Background: an optimization exercise with open tools, aiming at small area. Do not read the settings as production practice. Only simulation tests tie the RTL to the original design; equivalence was not proved. Power figures rest on the tool's default switching activity, not on a simulated workload.

===== design/flow/flow/resyn.sh =====
#!/bin/bash
# Re-map the combinational gates of a synthesized netlist with an area-oriented
# ABC run. Flip-flop and tie-cell instances are kept as they are (same names,
# same cell types); only the gates between them are re-mapped.
# usage: resyn.sh IN.v OUT.v TOP LIB ABC_SCRIPT LOG [dont_use cells...]
set -euo pipefail
IN=$1; OUT=$2; TOP=$3; LIB=$4; ABCS=$5; LOG=$6; shift 6
DU=""
for c in "$@"; do DU="$DU -dont_use $c"; done
KEEP=$(grep -oE 'sky130_fd_sc_hd__(df|edf|sdf|dl|sdl|conb)[a-z0-9_]*' "$IN" | sort -u | tr '\n' ' ')
D=$(dirname "$OUT")
cat > "$D/resyn1.ys" <<EOY
read_liberty -ignore_miss_func $LIB
read_verilog $IN
hierarchy -top $TOP
blackbox $KEEP
flatten
opt -purge
abc -liberty $LIB -script $ABCS $DU
opt_clean -purge
hilomap -singleton -hicell sky130_fd_sc_hd__conb_1 HI -locell sky130_fd_sc_hd__conb_1 LO
insbuf -buf sky130_fd_sc_hd__buf_1 A X
splitnets
opt_clean -purge
select $TOP
write_verilog -noattr -nohex -nodec -selected $OUT.tmp
EOY
cat > "$D/resyn2.ys" <<EOY
read_liberty -lib $LIB
read_verilog $OUT.tmp
hierarchy -top $TOP
opt_clean -purge
check -assert
stat -liberty $LIB
write_verilog -noattr -nohex -nodec $OUT
EOY
yosys -s "$D/resyn1.ys" > "$LOG" 2>&1 || { tail -30 "$LOG"; exit 1; }
yosys -s "$D/resyn2.ys" >> "$LOG" 2>&1 || { tail -30 "$LOG"; exit 1; }

===== design/flow/design.v =====
module tis_xport (
    input  wire        clk,
    input  wire        rst,
    input  wire        cfg_spi,
    input  wire        ms_tick,
    input  wire        go,           
    input  wire        wr,           
    input  wire [1:0]  kind,         
    input  wire [5:0]  plen,         
    input  wire [7:0]  pbyte,        
    input  wire        tclr,         
    output wire        done,         
    output reg         xerr,         
    output wire        ev_err,       
    output wire [1:0]  ev_ty,        
    output wire        rd_ack,       
    output wire        wr_ack,       
    output wire        wr_pend,      
    output wire [1:0]  pidx,         
    output wire        t_sleep,      
    output wire        bus_req,
    output reg         bus_rd,
    output reg         bus_last,
    output reg  [7:0]  bus_wdata,
    input  wire        bus_ack,
    input  wire [7:0]  bus_rdata,
    input  wire        bus_err,
    output wire        spi_lock,
    input  wire        spi_gnt,
    input  wire        irq
);
    localparam [2:0] X_IDLE = 3'd0, X_LOCK = 3'd1, X_PRE = 3'd2,
                     X_BEAT = 3'd3, X_RWAIT = 3'd4, X_DONE = 3'd5;
    localparam [2:0] P_I2CA = 3'd0,    
                     P_I2CW = 3'd1,    
                     P_I2CR = 3'd2,    
                     P_STALL = 3'd3,   
                     P_HDR  = 3'd4,    
                     P_SPIW = 3'd5,    
                     P_SPIR = 3'd6;    
    reg [2:0] xs;
    reg [2:0] ph;
    reg [1:0] idx;
    reg       ready;
    localparam [9:0] TM_2 = 10'h003, TM_100 = 10'h1f3, TM_750 = 10'h2e7;
    reg  [9:0] tms;
    wire t_spi = (tms == TM_100);
    wire t_irq = (tms == TM_750);
    assign t_sleep = (tms == TM_2);
    wire t_stop = cfg_spi ? t_spi : t_irq;
    wire [5:0] plen_k = (kind == 2'd2) ? plen : (kind == 2'd0) ? 6'd1 : 6'd4;
    wire [5:0] len_m1 = plen_k - 6'd1;
    wire       pend   = (kind == 2'd2) ? (plen == 6'd1) :
                        (kind == 2'd0) ? (idx == 2'd0) : (idx == 2'd3);
    assign pidx = idx;
    wire   pay_w = (ph[1:0] == 2'b01);
    wire   pay_r = (ph[1:0] == 2'b10);
    assign bus_req  = (xs == X_BEAT);
    assign spi_lock = cfg_spi && (xs == X_LOCK || xs == X_PRE || xs == X_BEAT);
    assign done     = (xs == X_DONE);
    wire ack = bus_req && bus_ack;
    assign rd_ack  = ack && pay_r;
    assign wr_ack  = ack && pay_w;
    assign wr_pend = (xs == X_PRE || xs == X_BEAT) && pay_w;
    always @(*) begin
        bus_rd    = ph[1];
        bus_last  = pend;
        bus_wdata = pbyte;
        case (ph)
            P_I2CA: begin
                bus_wdata = {5'd0, kind[1], kind == 2'd3, kind[1] ^ kind[0]};
                bus_last  = !wr || (plen_k == 6'd0);
            end
            P_HDR: begin
                case (idx[1:0])
                    2'd0: bus_wdata = {~wr, 1'b1, len_m1};
                    2'd1: bus_wdata = 8'hD4;
                    2'd2: bus_wdata = {4'd0, {4{kind == 2'd3}}};
                    default: bus_wdata = {2'b00, kind == 2'd2, kind == 2'd1, kind == 2'd1, kind == 2'd2, 2'b00};
                endcase
                bus_last = (idx[1:0] == 2'd3);
            end
            P_STALL: bus_last = 1'b1;
            default: ;
        endcase
    end
    wire start   = (xs == X_IDLE) && go;
    wire e_insuf = start && cfg_spi && (plen_k == 6'd0);
    wire e_io    = ack && bus_err;
    wire e_spi   = ack && !bus_err && (ph == P_STALL) && !bus_rdata[0] && t_spi;
    wire e_irq   = (xs == X_RWAIT) && !ready && t_irq;
    assign ev_err = e_insuf || e_io || e_spi || e_irq;
    assign ev_ty  = e_io ? 2'd3 : e_insuf ? 2'd2 : e_spi ? 2'd1 : 2'd0;
    always @(posedge clk) begin
        if (!cfg_spi && (start || e_io || e_irq))
            ready <= 1'b0;
        else if (irq && !cfg_spi)
            ready <= 1'b1;
    end
    wire hdr_end = ack && !bus_err && bus_last && (ph == P_I2CA || ph == P_I2CW || ph == P_HDR);
    always @(posedge clk) begin
        if (tclr || hdr_end)
            tms <= 10'd0;
        else if (ms_tick && !t_stop)
            tms <= {tms[8:0], ~(tms[9] ^ tms[6])};
    end
    always @(posedge clk) begin
        if (rst) begin
            xs <= X_IDLE;
        end else begin
            case (xs)
                X_IDLE: begin
                    idx <= 2'd0;
                    if (go) begin
                        xerr <= e_insuf;
                        if (e_insuf) begin
                            xs <= X_DONE;
                        end else if (cfg_spi) begin
                            ph <= P_HDR;
                            xs <= X_LOCK;
                        end else begin
                            ph <= P_I2CA;
                            xs <= X_PRE;
                        end
                    end
                end
                X_LOCK: begin
                    if (spi_gnt)
                        xs <= X_BEAT;
                end
                X_PRE: xs <= X_BEAT;
                X_BEAT: begin
                    if (bus_ack) begin
                        xs <= X_PRE;
                        if (bus_err) begin
                            xerr <= 1'b1;
                            xs   <= X_DONE;
                        end else if (!bus_last) begin
                            if (ph == P_I2CA)
                                ph <= P_I2CW;
                            else
                                idx <= idx + 2'd1;
                        end else begin
                            idx <= 2'd0;
                            case (ph)
                                P_I2CA, P_I2CW: xs <= X_RWAIT;
                                P_HDR:  ph <= P_STALL;
                                P_STALL: begin
                                    if (bus_rdata[0])
                                        ph <= wr ? P_SPIW : P_SPIR;
                                    else if (t_spi) begin
                                        xerr <= 1'b1;
                                        xs   <= X_DONE;
                                    end
                                end
                                default: xs <= X_DONE;
                            endcase
                        end
                    end
                end
                X_RWAIT: begin
                    if (ready) begin
                        if (wr) begin
                            xs <= X_DONE;
                        end else begin
                            ph <= P_I2CR;
                            xs <= X_PRE;
                        end
                    end else if (t_irq) begin
                        xerr <= 1'b1;
                        xs   <= X_DONE;
                    end
                end
                default: xs <= X_IDLE;  
            endcase
        end
    end
endmodule
module tis_engine (
    input  wire        clk,
    input  wire        rst,           
    input  wire        cfg_spi,       
    input  wire        ms_tick,       
    input  wire        cmd_valid,
    input  wire [31:0] cmd_word,
    output wire        busy,
    output wire        done,
    output reg  [3:0]  res_code,
    output reg  [2:0]  res_sub,
    output reg  [31:0] res_val,
    output wire        cmd_rd_en,
    output wire [23:0] cmd_rd_addr,
    input  wire [7:0]  cmd_rd_data,
    output wire        rsp_wr_en,
    output wire [23:0] rsp_wr_addr,
    output wire [7:0]  rsp_wr_data,
    output wire        bus_req,
    output wire        bus_rd,
    output wire        bus_last,
    output wire [7:0]  bus_wdata,
    input  wire        bus_ack,
    input  wire [7:0]  bus_rdata,
    input  wire        bus_err,
    input  wire [7:0]  bus_err_code,
    output wire        spi_lock,
    input  wire        spi_gnt,
    input  wire        irq
);
    localparam [4:0]
        S_RL_RD0 = 5'b00_000, S_RL_RD  = 5'b00_001, S_REL_RD = 5'b00_010,
        S_RL_WR  = 5'b00_100, S_REL_WR = 5'b00_101,
        S_WC_RD  = 5'b01_000, S_GB_RD  = 5'b01_001, S_CL_RD  = 5'b01_010,
        S_WC_WR  = 5'b01_100, S_CL_WR  = 5'b01_101, S_GO_WR  = 5'b01_110,
        S_RB_RD1 = 5'b10_000, S_RB_RD  = 5'b10_001, S_WB_WR  = 5'b10_100,
        S_PR_RD  = 5'b11_000,
        S_DRAIN  = 5'b11_010,
        S_IDLE   = 5'b11_100, S_FIN    = 5'b11_101,
        S_RL_SLP = 5'b11_110, S_GB_SLP = 5'b11_111;
    localparam [1:0] K_ACCESS = 2'd0, K_STS = 2'd1, K_FIFO = 2'd2, K_DID = 2'd3;
    reg [4:0]  st;
    reg        started;        
    reg        c_probe, c_sd, rx;
    reg        rel2, errp, sh_mis;
    reg [10:0] tlong;          
    reg [23:0] arg;            
    reg [5:0]  bst;            
    reg        f1, f2;
    wire [23:0] ptr = res_val[23:0];    
    assign busy = (st != S_IDLE);
    assign done = (st == S_FIN);
    wire [1:0] x_kind  = st[4:3];
    wire       x_wr    = st[2];
    wire       x_go    = (st[4:3] != 2'd3) || (st[2:0] == 3'd0);
    wire       c_20    = st[3] ? st[1] : st[0];
    wire [7:0] x_const = {1'b0, st[3] & ~c_20, c_20, 3'b000, ~st[3] & ~c_20, 1'b0};
    wire       x_done, x_err, ev_err, rd_ack, wr_ack, wr_pend, t_sleep;
    wire [1:0] ev_ty;
    wire [1:0] pidx;
    reg  [7:0] pbyte;
    reg        sleep_go;
    tis_xport u_xport (
        .clk(clk), .rst(rst), .cfg_spi(cfg_spi), .ms_tick(ms_tick),
        .go(x_go), .wr(x_wr), .kind(x_kind), .plen(bst), .pbyte(pbyte), .tclr(sleep_go),
        .done(x_done), .xerr(x_err), .ev_err(ev_err), .ev_ty(ev_ty),
        .rd_ack(rd_ack), .wr_ack(wr_ack), .wr_pend(wr_pend), .pidx(pidx), .t_sleep(t_sleep),
        .bus_req(bus_req), .bus_rd(bus_rd), .bus_last(bus_last), .bus_wdata(bus_wdata),
        .bus_ack(bus_ack), .bus_rdata(bus_rdata), .bus_err(bus_err),
        .spi_lock(spi_lock), .spi_gnt(spi_gnt), .irq(irq)
    );
    wire x_ok = !x_err;
    wire fifo = (x_kind == K_FIFO);
    reg [7:0] sd_cmd, sd_rsp;
    always @(*) begin
        case (ptr[3:0])
            4'd0: sd_cmd = 8'h80;  4'd1: sd_cmd = 8'h01;
            4'd5: sd_cmd = 8'h0C;  4'd8: sd_cmd = 8'h01;
            4'd9: sd_cmd = 8'h45;  4'd11: sd_cmd = 8'h01;
            default: sd_cmd = 8'h00;
        endcase
        case (ptr[3:0])
            4'd0: sd_rsp = 8'h80;  4'd1: sd_rsp = 8'h01;
            4'd5: sd_rsp = 8'h0A;
            default: sd_rsp = 8'h00;
        endcase
    end
    always @(*) begin
        if (fifo)
            pbyte = c_sd ? sd_cmd : cmd_rd_data;
        else
            pbyte = (pidx == 2'd0) ? x_const : 8'h00;
    end
    assign cmd_rd_en   = wr_pend && fifo && !c_sd;
    assign cmd_rd_addr = ptr;
    assign rsp_wr_en   = rd_ack && fifo && !bus_err;
    assign rsp_wr_addr = ptr;
    assign rsp_wr_data = bus_rdata;
    wire        more  = (arg != 24'd0);
    wire [5:0]  bsz   = rx ? bst : (bst - 6'd1);              
    wire        le    = (arg[23:6] != 18'd0) || (bsz <= arg[5:0]);
    wire [5:0]  chunk = le ? bsz : arg[5:0];
    wire        ptr0  = (ptr == 24'd0);
    wire        m4 = rx && (ptr0 || more);
    wire        m3 = !rx && more && !ptr0;
    localparam [10:0] TL_2000 = 11'h3a7;
    wire        t_long = (tlong == TL_2000);
    wire        bad_first = (bst < 6'd10) || !le;
    wire        is_cr50 = (res_val == 32'h00281AE0);
    wire        is_ti50 = (res_val == 32'h504A6666);
    reg  [4:0] nst;
    reg        raise;           
    reg        raise_x;         
    reg        res_we;          
    reg  [3:0] n_code;
    reg  [2:0] n_sub;
    reg        lo_ld;           
    reg        lo_arg;
    reg  [7:0] lo_val;
    reg        hi_clr;          
    reg        tl_clr, arg_cmd, arg_10, bst_ld, bst_6;
    reg        tries_ld, rel2_set, start_set, cmd_acc;
    wire [4:0] err_st   = c_probe ? S_REL_RD : S_CL_RD;
    wire       rel_force = errp || rel2 || (!rx && arg[0]);
    wire [4:0] after_rl = c_probe ? S_PR_RD : S_WC_RD;
    always @(*) begin
        nst = st;
        raise = 1'b0; raise_x = 1'b0; res_we = 1'b0; n_code = 4'd0; n_sub = 3'd0;
        lo_ld = 1'b0; lo_arg = 1'b0; lo_val = 8'd0; hi_clr = 1'b0;
        tl_clr = 1'b0; arg_cmd = 1'b0; arg_10 = 1'b0; bst_ld = 1'b0; bst_6 = 1'b0;
        tries_ld = 1'b0; rel2_set = 1'b0;
        start_set = 1'b0; cmd_acc = 1'b0; sleep_go = 1'b0;
        if (ev_err && !errp) begin
            res_we = 1'b1;
            case (ev_ty)
                2'd0: begin n_code = 4'd1; n_sub = 3'd1; end
                2'd1: begin n_code = 4'd1; n_sub = 3'd2; end
                2'd2: n_code = 4'd5;
                default: n_code = 4'd7;
            endcase
        end
        case (st)
            S_IDLE: if (cmd_valid) begin
                cmd_acc = 1'b1;
                arg_cmd = 1'b1;
                tl_clr  = 1'b1;
                res_we  = 1'b1; n_code = 4'd8; lo_ld = 1'b1; hi_clr = 1'b1;
                nst     = S_FIN;
                case (cmd_word[31:24])
                    8'h01, 8'h05: if (cmd_word[23:0] == 24'd0 && !started) nst = S_RL_RD0;
                    8'h02: if (!started) nst = S_RL_RD0;
                    8'h03: if (started) nst = S_GB_RD;
                    8'h04: if (cmd_word[23:1] == 23'd0) nst = S_REL_RD;
                    default: ;
                endcase
            end
            S_RL_RD0: if (x_done) begin
                tl_clr = 1'b1;
                if (x_ok && f1) nst = after_rl;
                else            nst = S_RL_WR;
            end
            S_RL_WR: if (x_done) begin
                tries_ld = 1'b1;
                if (x_err) raise_x = 1'b1;
                else       nst = S_RL_RD;
            end
            S_RL_RD: if (x_done) begin
                tl_clr = 1'b1;
                if (x_ok && f1) nst = after_rl;
                else if (bst[1:0] != 2'd3) begin
                    sleep_go = 1'b1;
                    nst = S_RL_SLP;
                end else begin
                    raise = 1'b1; res_we = 1'b1; n_code = 4'd1; n_sub = 3'd3;
                    lo_ld = 1'b1; hi_clr = 1'b1;
                end
            end
            S_RL_SLP: if (t_sleep) nst = S_RL_RD;
            S_PR_RD: if (x_done) begin
                if (x_err) raise_x = 1'b1;
                else if (is_cr50 || is_ti50) begin
                    res_we = 1'b1; lo_ld = 1'b1; lo_val = {7'd0, is_ti50}; hi_clr = 1'b1;
                    nst = S_FIN;
                end else begin
                    raise = 1'b1; res_we = 1'b1; n_code = 4'd6;
                end
            end
            S_WC_RD: if (x_done) begin
                lo_ld  = 1'b1;
                tl_clr = x_ok && f2;
                if (x_ok && f2) nst = S_GB_RD;
                else if (t_long) begin
                    raise = 1'b1; res_we = 1'b1; n_code = 4'd1; n_sub = 3'd5; hi_clr = 1'b1;
                end else nst = S_WC_WR;
            end
            S_WC_WR: if (x_done) nst = S_WC_RD;
            S_GB_RD: if (x_done) begin
                bst_ld = 1'b1;
                if (!(x_ok && f1)) begin
                    sleep_go = 1'b1;
                    nst = S_GB_SLP;
                end else if (rx && ptr0) begin
                    if (bad_first) begin
                        raise = 1'b1; res_we = 1'b1; n_code = 4'd3; n_sub = 3'd1;
                        lo_ld = 1'b1; hi_clr = 1'b1;
                    end else nst = S_RB_RD1;
                end else if (more) begin
                    nst = rx ? S_RB_RD : S_WB_WR;
                end else if (f2) begin
                    raise = 1'b1; res_we = 1'b1; n_code = 4'd3; n_sub = rx ? 3'd3 : 3'd2;
                    lo_ld = 1'b1; hi_clr = 1'b1;
                end else if (rx) begin
                    nst = S_REL_RD;
                end else nst = S_GO_WR;
            end
            S_GB_SLP: if (t_sleep) begin
                if (t_long) begin
                    raise = 1'b1; res_we = 1'b1; n_code = 4'd1; n_sub = 3'd4;
                    lo_ld = 1'b1; hi_clr = 1'b1;
                end else nst = S_GB_RD;
            end
            S_WB_WR, S_RB_RD: if (x_done) begin
                tl_clr = 1'b1;
                if (x_err) raise_x = 1'b1;
                else       nst = S_GB_RD;
            end
            S_GO_WR: if (x_done) begin
                tl_clr = 1'b1;
                arg_10 = 1'b1;
                if (x_err) raise_x = 1'b1;
                else begin
                    lo_ld = 1'b1; hi_clr = 1'b1;
                    if (c_sd) nst = S_GB_RD;
                    else begin
                        start_set = 1'b1;
                        res_we = 1'b1;
                        nst = S_FIN;
                    end
                end
            end
            S_RB_RD1: if (x_done) begin
                bst_6 = 1'b1;
                if (x_err) raise_x = 1'b1;
                else if (f1) begin
                    raise = 1'b1; res_we = 1'b1; n_code = 4'd4;
                    lo_ld = 1'b1; lo_arg = 1'b1;
                end else
                    nst = S_DRAIN;
            end
            S_DRAIN: begin
                tl_clr = 1'b1;
                if (bst == 6'd0 || !more) nst = S_GB_RD;
            end
            S_CL_RD: if (x_done) begin
                if (x_ok && f2) nst = S_CL_WR;
                else            nst = S_REL_RD;
            end
            S_CL_WR: if (x_done) nst = S_REL_RD;
            S_REL_RD, S_REL_WR: if (x_done) begin
                if (st == S_REL_RD && x_ok && (rel_force || f2))
                    nst = S_REL_WR;
                else if (c_sd && !rel2) begin
                    rel2_set = 1'b1;
                    nst = S_REL_RD;
                end else begin
                    nst = S_FIN;
                    if (!errp) begin
                        res_we = 1'b1; hi_clr = 1'b1;
                        lo_ld  = !rx || c_sd;         
                        if (c_sd && sh_mis) begin
                            n_code = 4'd3; n_sub = 3'd4;
                        end
                    end
                end
            end
            default: nst = S_IDLE;  
        endcase
        if (raise_x) begin
            raise  = 1'b1;
            lo_ld  = 1'b1;
            lo_val = (res_code == 4'd7) ? res_val[31:24] : 8'd0;
            hi_clr = 1'b1;
        end
        if (raise)
            nst = err_st;
    end
    wire fifo_ack = (rd_ack || wr_ack) && fifo;
    wire rd_fifo1 = rd_ack && fifo && (st == S_RB_RD1);
    wire drain    = (st == S_DRAIN) && (bst != 6'd0) && more;
    wire hdr_2    = (ptr == 24'd2);
    wire hdr_345  = (ptr[23:3] == 21'd0) && (ptr[2:0] >= 3'd3) && (ptr[2:0] <= 3'd5);
    wire past_hdr = (ptr[23:3] != 21'd0) || (ptr[2:1] == 2'd3);
    wire [7:0] cap_byte = (ptr[1:0] == 2'd3) ? arg[23:16] :
                          (ptr[1:0] == 2'd0) ? arg[15:8] : arg[7:0];
    wire arg_dec  = drain || (fifo_ack && more &&
                              (st != S_RB_RD1 || (past_hdr && !f1)));
    always @(posedge clk) begin
        if (rst) begin
            st      <= S_IDLE;
            started <= 1'b0;
        end else begin
            st <= nst;
            if (start_set)
                started <= 1'b1;
            else if (cmd_acc && cmd_word[31:24] == 8'h03)
                started <= 1'b0;
        end
        if (cmd_acc) begin
            c_probe <= (cmd_word[31:24] == 8'h01);
            c_sd    <= (cmd_word[31:24] == 8'h05);
            rx      <= (cmd_word[31:24] == 8'h03);
            rel2    <= 1'b0;
        end else begin
            if (arg_10) rx <= 1'b1;
            if (rel2_set) rel2 <= 1'b1;
        end
        if (cmd_acc)       errp <= 1'b0;
        else if (raise)    errp <= 1'b1;
        if (tl_clr)                  tlong <= 11'd0;
        else if (ms_tick && !t_long) tlong <= {tlong[9:0], ~(tlong[10] ^ tlong[8])};
        if (arg_cmd)     arg <= {cmd_word[23:4], cmd_word[3:2] | {2{cmd_word[26] & ~cmd_word[25]}}, cmd_word[1:0]};
        else if (arg_10) arg <= 24'd10;
        else if (rd_fifo1 && hdr_345) begin
            if (ptr[1:0] == 2'd3) arg[23:16] <= bus_rdata;
            if (ptr[1:0] == 2'd0) arg[15:8]  <= bus_rdata;
            if (ptr[1:0] == 2'd1) arg[7:0]   <= bus_rdata;
        end else if (arg_dec) arg <= arg - 24'd1;
        if (tries_ld)    bst[1:0] <= 2'd1;
        else if (sleep_go && st == S_RL_RD) bst[1:0] <= bst[1:0] + 2'd1;
        else if (bst_ld) bst <= chunk;
        else if (bst_6)  bst <= 6'd6;
        else if (rd_ack && x_kind == K_STS && pidx == 2'd1) bst <= bus_rdata[5:0];
        else if (fifo_ack || drain) bst <= bst - 6'd1;
        if (rd_fifo1) begin
            if (hdr_2 || (f2 && hdr_345)) begin
                f1 <= (bus_rdata > (hdr_2 ? 8'd0 : cap_byte));
                f2 <= (bus_rdata == (hdr_2 ? 8'd0 : cap_byte));
            end
        end else if (rd_ack && !fifo) begin
            if (x_kind == K_ACCESS) begin
                f1 <= bus_rdata[7] & bus_rdata[5];
                f2 <= bus_rdata[7] & bus_rdata[2];
            end else if (pidx == 2'd0) begin
                f1 <= bus_rdata[7] && (!m4 || bus_rdata[4]) && (!m3 || bus_rdata[3]);
                f2 <= (st == S_GB_RD) ? (rx ? bus_rdata[4] : bus_rdata[3]) : bus_rdata[6];
            end else if (pidx == 2'd1) begin
                if (bus_rdata[7:6] != 2'd0 || bus_rdata[5:0] == 6'd0) f1 <= 1'b0;
            end else if (pidx == 2'd2) begin
                if (bus_rdata != 8'd0) f1 <= 1'b0;
            end
        end
        if (cmd_acc)
            sh_mis <= 1'b0;
        else if (rd_ack && fifo && c_sd && ptr[23:4] == 20'd0 && ptr[3:0] < 4'd10 &&
                 bus_rdata != sd_rsp)
            sh_mis <= 1'b1;
        if (res_we) begin
            res_code <= n_code;
            res_sub  <= n_sub;
        end
        if (ev_err && !errp && ev_ty == 2'd3)
            res_val[31:24] <= bus_err_code;
        else if (hi_clr)
            res_val[31:24] <= 8'd0;
        else if ((rd_ack && x_kind == K_DID && pidx == 2'd3) || (rd_fifo1 && hdr_2))
            res_val[31:24] <= bus_rdata;
        if (lo_ld)
            res_val[23:0] <= lo_arg ? arg : {16'd0, lo_val};
        else if (fifo_ack)
            res_val[23:0] <= res_val[23:0] + 24'd1;
        else if (rd_ack && x_kind == K_DID) begin
            if (pidx == 2'd0) res_val[7:0]   <= bus_rdata;
            if (pidx == 2'd1) res_val[15:8]  <= bus_rdata;
            if (pidx == 2'd2) res_val[23:16] <= bus_rdata;
        end
    end
endmodule

===== design/flow/constraint.sdc =====
create_clock -name core_clock -period 10.0 [get_ports {clk}]
set_input_delay 2.0000 -clock core_clock [delete_from_list [all_inputs] [get_ports {clk}]]
set_output_delay 2.0000 -clock core_clock [all_outputs]
set_load 0.01 [all_outputs]

===== design/flow/flow/deep.abc =====
strash
&get -n
&deepsyn -T 60
&put
dch -f
amap
strash
&get -n
&deepsyn -T 60
&put
dch -f
amap
topo

===== design/flow/flow/area.abc =====
strash
dch -f
amap
topo

===== design/flow/config.mk =====
export PLATFORM = sky130hd
export DESIGN_NAME = tis_engine
export DESIGN_NICKNAME = tis_engine
export VERILOG_FILES = /design/flow/design.v
export SDC_FILE = /design/flow/constraint.sdc
export NUM_CORES = 4
export LEC_CHECK = 0
export CAP_MARGIN = 20
export CORE_MARGIN = 2
export CORE_UTILIZATION = 65
export PLACE_DENSITY = 0.75
export SLEW_MARGIN = 20

===== design/flow/flow/run.sh =====
#!/bin/bash
# Layout flow: the standard synthesis, its combinational gates re-mapped for
# area (flip-flops kept as they are), then the standard layout with the
# smallest buffer on the ports.
set -euo pipefail
W=$PWD
R=$W/orfs/results/$FLOW_PLATFORM/tis_engine/base
L=$W/orfs/logs/$FLOW_PLATFORM/tis_engine/base
LIB=$FLOW_HOME/platforms/$FLOW_PLATFORM/lib/sky130_fd_sc_hd__tt_025C_1v80.lib

# 1. standard synthesis
bash standard.sh synth > $W/synth.log 2>&1
cp $R/1_2_yosys.v $W/std_synth.v

# 2. re-map the combinational gates
DU=$(grep -m1 '^abc -script' $L/1_2_yosys.log | grep -oE -- '-dont_use [^ ]+' | awk '{print $2}' | tr '\n' ' ')
ffs() { grep -oE 'sky130_fd_sc_hd__(df|edf|sdf|dl|sdl)[a-z0-9_]* +[^ ]+ *\(' "$1" | tr -s ' ' | sort; }
ok=0
# the deep ABC script first, the plain one if it fails
for s in deep area; do
  mkdir -p $W/resyn_$s
  if bash flow/resyn.sh $W/std_synth.v $W/resyn_$s/resyn.v $FLOW_TOP $LIB $W/flow/$s.abc $W/resyn_$s.log $DU > $W/resyn_${s}_run.log 2>&1 &&
     [[ -s $W/resyn_$s/resyn.v ]] && diff <(ffs $W/std_synth.v) <(ffs $W/resyn_$s/resyn.v) > $W/ff_diff_$s.log 2>&1; then
    cp $W/resyn_$s/resyn.v $W/resyn.v
    ok=$s
    break
  fi
done
echo "resynthesis used: $ok" | tee $W/resyn_used.log
if [[ $ok != 0 ]]; then
  cp $W/resyn.v $R/1_2_yosys.v
  touch $R/1_2_yosys.v
fi

# 3. standard layout
export BUFFER_PORTS_ARGS="-buffer_cell sky130_fd_sc_hd__buf_1"
export CTS_ARGS="-sink_clustering_enable -repair_clock_nets -buf_list sky130_fd_sc_hd__clkbuf_4 -root_buf sky130_fd_sc_hd__clkbuf_4 -dont_use_dummy_load"
bash standard.sh finish > $W/layout.log 2>&1

===== design/flow/standard.sh =====
#!/bin/bash
# synth_recipe.tcl (not shown) runs the flow's synth.tcl, then flattens the netlist and writes it again
# the make line also repeats each setting of config.mk as NAME=value (left out here)
make -C /OpenROAD-flow-scripts/flow DESIGN_CONFIG=/design/flow/config.mk WORK_HOME=/design/flow/orfs CLKGATE_MAP_FILE= SYNTH_SCRIPT=/design/flow/synth_recipe.tcl "${@:-finish}"

==> flow_metrics.env, run 1 <==
export IMPL_wl_um=29490
export IMPL_initial_core_util_pct=66.47
export IMPL_vdd_drop_max_mv=0.1839
export IMPL_postLayoutCoreUtil_pct=72.02
export IMPL_hold_depth=2
export IMPL_period_share_pct=77.02
export IMPL_hold_path_endpoint="tlong[8]"
export IMPL_syn_area_um2=7984
export IMPL_cpMostUsedCell="nor2_1"
export IMPL_cts_buffers=17
export IMPL_antenna_found_initial=0
export IMPL_post_route_cells_drive_above_1_share_pct=1.910
export IMPL_antenna_left=0
export IMPL_start_kind="register"
export IMPL_cts_setup_buffers=0
export IMPL_root_buffer="clkbuf_4"
export IMPL_finish_net_count=1271
export IMPL_rr_worst_depth=39
export IMPL_setup_viol=0
export IMPL_cp_required_ns=10.19
export IMPL_port_buffers=175
export IMPL_cts_sinks=114
export IMPL_clk_path_buf_depth=2
export IMPL_syn_inst=1100
export IMPL_slowest_stage="edfxtp_1"
export IMPL_crit_type="reg2reg"
export IMPL_regToRegSetupSlack_ns=2.30
export IMPL_hold_viol_final=0
export IMPL_drc_errors=0
export IMPL_maxCapViolCount=0
export IMPL_grt_pass1_vias=8375
export IMPL_cts_hold_buffers=0
export IMPL_status="no timing/DRC/antenna violations"
export IMPL_syn_avg_cell_area_um2=7.258
export IMPL_skew_ns=0.05429
export IMPL_power_density_nw_per_um2=248.9
export IMPL_drtIter0Drc=1370
export IMPL_cp_arrival_ns=7.89
export IMPL_core_area_um2=12010
export IMPL_place_inst=1334
export IMPL_vias=9380
export IMPL_viasPerCell=6.938
export IMPL_ctsResizeCount=0
export IMPL_ioPinCount=176
export IMPL_ctsHtreeMaxLevel=4
export IMPL_gp_congestion=1.040
export IMPL_grt_max_degree=31
export IMPL_grt_pass1_wl_um=44660
export IMPL_grtUsageTotal_pct=44.49
export IMPL_rr_endpoint="res_val[26]"
export IMPL_fin_crit_ns=7.702
export IMPL_cts_clk_slew_worst_paths_ns=0.13
export IMPL_gr_total_overflow=0
export IMPL_instances_no_fill=1352
export IMPL_cts_tree="built"
export IMPL_slowest_delay_ns=0.56
export IMPL_clock_latency_ns=0.57
export IMPL_mostFrequentLayoutCells="nor2_1, buf_1, clkinv_1, nand2_1, edfxtp_1"
export IMPL_yosysWarningCount=2
export IMPL_die_area_um2=13190
export IMPL_drv_slew=0
export IMPL_cp_end_kind="register"
export IMPL_drt_wirelength_per_cell_um=21.81
export IMPL_min_delay_start="tlong[7]"
export IMPL_die_w_um=114.8
export IMPL_syn_nets=1165
export IMPL_p_leak_nw=2.765
export IMPL_num_rows=40
export IMPL_path_max_fanout=9
export IMPL_drt_pass1_iterations=10
export IMPL_final_common_cell="nor2_1"
export IMPL_finalSetupTns_ns=0
export IMPL_die_h_um=114.8
export IMPL_rsz0062_at_grt="no"
export IMPL_hold_path_class="reg2reg"
export IMPL_hpwl_um=23150
export IMPL_slew_headroom_pct=31.64
export IMPL_area_growth_pct=8.353
export IMPL_tightest_slew_ns=1.021
export IMPL_r2r_start="arg[0]"
export IMPL_max_freq_mhz=129.8
==> worst max-delay path: cells and delay by family, from the launching register on <==
family | cells | cell delay [ns]
compound gates | 2 | 0.40
flops | 1 | 0.56
buf+inv | 12 | 1.37
simple gates | 25 | 5.01
==> cell type report <==
type,count,area (um2)
Fill cell,998,3361
Antenna cell,1,2.502
Clock buffer,17,127.6
Sequential cell,114,3063
Tap cell,147,183.9
Multi-Input combinational cell,731,3975
Inverter,163,611.8
Timing Repair Buffer,179,686.9
==> worst max-delay path by stage <==
stage / from / endpoint / depth (start not counted)
2_1_floorplan: arg[0] / res_val[24] / 39
3_3_place_gp: arg[0] / res_val[24] / 39
3_5_place_dp: arg[0] / res_val[29] / 39
4_1_cts: arg[0] / res_val[26] / 39
5_1_grt: arg[0] / res_val[27] / 39
6_report: arg[0] / res_val[26] / 39
==> metal layers <==
metal  wire length (um)  up-vias  track usage, %
li1                   -     4128               -
met1              10530     4169           57.91
met2              12770      897           68.68
met3               4627      186           11.65
met4               1569        0           23.21
met5                  0        -               0
==> power breakdown <==
part | switching (mW) | total (mW) | leakage [nW] | internal (mW)
clock | 0.154 | 0.232 | 0.0782 | 0.0772
combinational | 0.698 | 1.02 | 1.66 | 0.324
sequential | 0.195 | 0.899 | 1.03 | 0.704
total | 1.05 | 2.15 | 2.76 | 1.11
==> metrics by stage <==
step                      instance area (um2)  power [mW]  hold slack [ns]  setup WS, ns
after CTS                                8637       2.095           0.4500         2.656
after detailed placement                 8509       1.873           0.4702         2.734
final                                    8651       2.153           0.4598         2.298
after floorplan                          7984       1.545           0.4500         4.130
after global placement                   8509       1.854           0.4620         3.263
after global routing                     8648       2.259           0.4630         1.679
==> flip-flops by register name, indices dropped and copies added, names as in the netlist, 2 cells and up <==
register and flops:
arg 24, bst 6, res_code 4, res_sub 3
res_val 32, st 5, tlong 11, u_xport.idx 2
u_xport.ph 3, u_xport.tms 10, u_xport.xs 3
==> run 2: changes to the inputs <==
--- a/design/flow/design.v
+++ b/design/flow/design.v
@@ -222,3 +222,3 @@
     reg        c_probe, c_sd, rx;
-    reg        rel2, errp, sh_mis;
+    reg        errp, sh_mis;
     reg [10:0] tlong;          
@@ -299,5 +299,5 @@
     reg        tl_clr, arg_cmd, arg_10, bst_ld, bst_6;
-    reg        tries_ld, rel2_set, start_set, cmd_acc;
+    reg        tries_ld, sd2, start_set, cmd_acc;
     wire [4:0] err_st   = c_probe ? S_REL_RD : S_CL_RD;
-    wire       rel_force = errp || rel2 || (!rx && arg[0]);
+    wire       rel_force = errp || (!rx && arg[0]);
     wire [4:0] after_rl = c_probe ? S_PR_RD : S_WC_RD;
@@ -308,3 +308,3 @@
         tl_clr = 1'b0; arg_cmd = 1'b0; arg_10 = 1'b0; bst_ld = 1'b0; bst_6 = 1'b0;
-        tries_ld = 1'b0; rel2_set = 1'b0;
+        tries_ld = 1'b0; sd2 = 1'b0;
         start_set = 1'b0; cmd_acc = 1'b0; sleep_go = 1'b0;
@@ -439,5 +439,11 @@
                     nst = S_REL_WR;
-                else if (c_sd && !rel2) begin
-                    rel2_set = 1'b1;
+                else if (c_sd) begin
+                    sd2 = 1'b1;
                     nst = S_REL_RD;
+                    if (!errp) begin
+                        res_we = 1'b1; hi_clr = 1'b1; lo_ld = 1'b1;
+                        if (sh_mis) begin
+                            n_code = 4'd3; n_sub = 3'd4;
+                        end
+                    end
                 end else begin
@@ -446,6 +452,3 @@
                         res_we = 1'b1; hi_clr = 1'b1;
-                        lo_ld  = !rx || c_sd;         
-                        if (c_sd && sh_mis) begin
-                            n_code = 4'd3; n_sub = 3'd4;
-                        end
+                        lo_ld  = !rx;                 
                     end
@@ -489,9 +492,8 @@
             rx      <= (cmd_word[31:24] == 8'h03);
-            rel2    <= 1'b0;
         end else begin
             if (arg_10) rx <= 1'b1;
-            if (rel2_set) rel2 <= 1'b1;
+            if (sd2) c_sd <= 1'b0;
         end
-        if (cmd_acc)       errp <= 1'b0;
-        else if (raise)    errp <= 1'b1;
+        if (cmd_acc)            errp <= 1'b0;
+        else if (raise || sd2)  errp <= 1'b1;
         if (tl_clr)                  tlong <= 11'd0;
--- a/design/flow/flow/run.sh
+++ b/design/flow/flow/run.sh
@@ -36,3 +36,3 @@
 export BUFFER_PORTS_ARGS="-buffer_cell sky130_fd_sc_hd__buf_1"
-export CTS_ARGS="-sink_clustering_enable -repair_clock_nets -buf_list sky130_fd_sc_hd__clkbuf_4 -root_buf sky130_fd_sc_hd__clkbuf_4 -dont_use_dummy_load"
+export CTS_ARGS="-sink_clustering_enable -repair_clock_nets -buf_list sky130_fd_sc_hd__clkbuf_4 -root_buf sky130_fd_sc_hd__clkbuf_8 -dont_use_dummy_load"
 bash standard.sh finish > $W/layout.log 2>&1
==> run 2 against run 1 <==
Against the previous run: register-to-register slack got worse by 0.88 ns; flip-flop and latch count fell by 1; non-clock buffer count up 6; largest cell class unchanged; largest power group unchanged; cell count is 1.1% higher; highest routed layer unchanged; total power is 4.7% lower; first-iteration DRC count rose by 40%; still clean on timing, DRC and antenna; sequential share of layout area decreased by 0.55 points; critical path depth increased by 14.
==> flow_metrics.env, run 2 <==
export IMPL_slew_headroom_pct=32.91
export IMPL_drv_slew=0
export IMPL_vdd_drop_max_mv=0.1581
export IMPL_slowest_stage="edfxtp_1"
export IMPL_clk_path_buf_depth=2
export IMPL_die_w_um=115.1
export IMPL_grt_pass1_vias=8518
export IMPL_skew_ns=0.02400
export IMPL_hold_path_class="reg2reg"
export IMPL_multi_input_comb_area_um2=3941
export IMPL_cp_arrival_ns=8.63
export IMPL_gr_total_overflow=0
export IMPL_max_freq_mhz=116.6
export IMPL_finish_net_count=1287
export IMPL_cp_required_ns=10.06
export IMPL_yosysWarningCount=2
export IMPL_hold_ws_ns=0.4766
export IMPL_insertedDiodeCount=0
export IMPL_largest_reg_flops=32
export IMPL_cts_sinks=113
export IMPL_clock_latency_ns=0.44
export IMPL_fin_crit_ns=8.577
export IMPL_syn_nets=1175
export IMPL_start_kind="register"
export IMPL_regArea_um2=3043
export IMPL_cts_setup_buffers=0
export IMPL_grtUsageTotal_pct=45.98
export IMPL_cp_end_kind="register"
export IMPL_place_inst=1349
export IMPL_ctsResizeCount=0
export IMPL_power_mw=2.053
export IMPL_drt_wirelength_per_cell_um=22.25
export IMPL_drtIter0Drc=1916
export IMPL_grt_max_degree=24
export IMPL_p_leak_nw=2.770
export IMPL_vias=9616
export IMPL_tightest_slew_ns=1.002
export IMPL_drc_errors=0
export IMPL_biggestRegsByFlops="res_val (32), arg (24), tlong (11)"
export IMPL_n_fill_cell=1002
export IMPL_hold_viol_final=0
export IMPL_maxCapViolCount=0
export IMPL_syn_avg_cell_area_um2=7.223
export IMPL_antenna_left=0
export IMPL_area_growth_pct=8.879
export IMPL_crit_type="reg2reg"
export IMPL_post_route_cells_drive_above_1_share_pct=2.377
export IMPL_ctsHtreeMaxLevel=4
export IMPL_viasPerCell=7.034
export IMPL_mostFrequentLayoutCells="clkinv_1, nor2_1, buf_1, nand2_1, edfxtp_1"
export IMPL_syn_inst=1110
export IMPL_cts_clk_slew_worst_paths_ns=0.10
export IMPL_top_register="res_val"
export IMPL_cpMostUsedCell="nor2_1"
export IMPL_gp_congestion=1.081
export IMPL_die_area_um2=13240
export IMPL_finalSetupTns_ns=0
export IMPL_cts_tree="built"
export IMPL_instances_no_fill=1367
export IMPL_port_buffers=175
export IMPL_period_share_pct=85.77
export IMPL_hpwl_um=23580
export IMPL_power_density_nw_per_um2=235.1
export IMPL_cts_buffers=17
export IMPL_placed_cell_area_um2=8586
export IMPL_num_rows=40
export IMPL_slowest_delay_ns=0.50
export IMPL_grt_pass1_wl_um=45880
export IMPL_root_buffer="clkbuf_8"
export IMPL_wl_um=30420
export IMPL_cts_hold_buffers=0
export IMPL_setup_viol=0
export IMPL_core_area_um2=12010
export IMPL_path_max_fanout=10
export IMPL_die_h_um=115.1
export IMPL_ioPinCount=176
export IMPL_rsz0062_at_grt="no"
export IMPL_status="no timing/DRC/antenna violations"
export IMPL_syn_area_um2=8018
export IMPL_antenna_found_initial=0
export IMPL_drt_pass1_iterations=13
export IMPL_initial_core_util_pct=66.75
export IMPL_design_area_um2=8730
[run 2: metal layers]
metal / global-route usage (%) / up-vias / part of all wire [%]
met5: 0 / - / 0
met4: 19.60 / 0 / 5.1
met1: 62.74 / 4267 / 35
li1: - / 4158 / -
met2: 65.18 / 1008 / 40
met3: 18.08 / 183 / 19
[run 2: metrics by stage]
stage | worst slack, ns | utilization [%]
finish | 1.423 | 72.68
global route | 0.3271 | 72.68
CTS | 1.560 | 72.59
detailed placement | 1.652 | 71.48
global placement | 2.173 | 71.44
floorplan | 2.862 | -
[run 2: layout make-up]
class                   count  area share [%]
multi-input cells         719           45.15
flip-flops and latches    113           34.86
repair buffers            185           8.356
inverters                 186           7.998
well taps                 147           2.107
clock buffers              17           1.534
[run 2: worst max-delay path, delay by kind of cell, from the launching register on]
kind,cells,cell delay [ns]
and+or+nand+nor,28,4.71
buffers and inverters,23,2.37
AOI/OAI and AO/OA,2,0.64
DFF,1,0.50
[run 2: worst paths after layout]
| check | from | cells past startpoint | endpoint | slack (ns) |
|---|---|---|---|---|
| setup / recovery | arg[0] | 53 | res_val[2] | 1.42 |
| hold / removal | tlong[6] | 2 | tlong[7] | 0.48 |
| setup reg to reg | arg[0] | 53 | res_val[2] | 1.42 |
| hold reg to reg | tlong[6] | 2 | tlong[7] | 0.48 |
[run 2: where the power goes]
group | switching [mW] | internal, mW | total [mW]
Clock | 0.162 | 0.0831 | 0.245
Sequential | 0.177 | 0.682 | 0.859
Combinational | 0.656 | 0.292 | 0.948

[separate check: timing with driven ports]
The results above use ideal ports. As a check the final layouts listed here were re-extracted and re-timed, cells and wires unchanged. Step 1 (the two cells are an assumption about what drives the block):
set clk [get_ports {clk}]
set_driving_cell -lib_cell sky130_fd_sc_hd__clkbuf_16 $clk
set_driving_cell -lib_cell sky130_fd_sc_hd__buf_2 [delete_from_list [all_inputs] $clk]
Step 2 also shifts input and output timing later by t, the mid clock arrival at the registers, as if the neighbouring blocks saw the same clock. Slacks: no drivers / after step 1 / after step 2; pairs: no drivers / after step 1.
run	shift t [ns]	slack for setup (ns)	worst setup path at the end	slew at the worst register clock pin (ns)	worst slew at a driven data input, ns
run 1	0.580	2.298 / 2.298 / 2.298	register to register	0.13 / 0.13	0.04
run 2	0.461	1.423 / 1.423 / 1.423	register to register	0.10 / 0.10	0.05
After both steps every run listed still meets setup and hold.
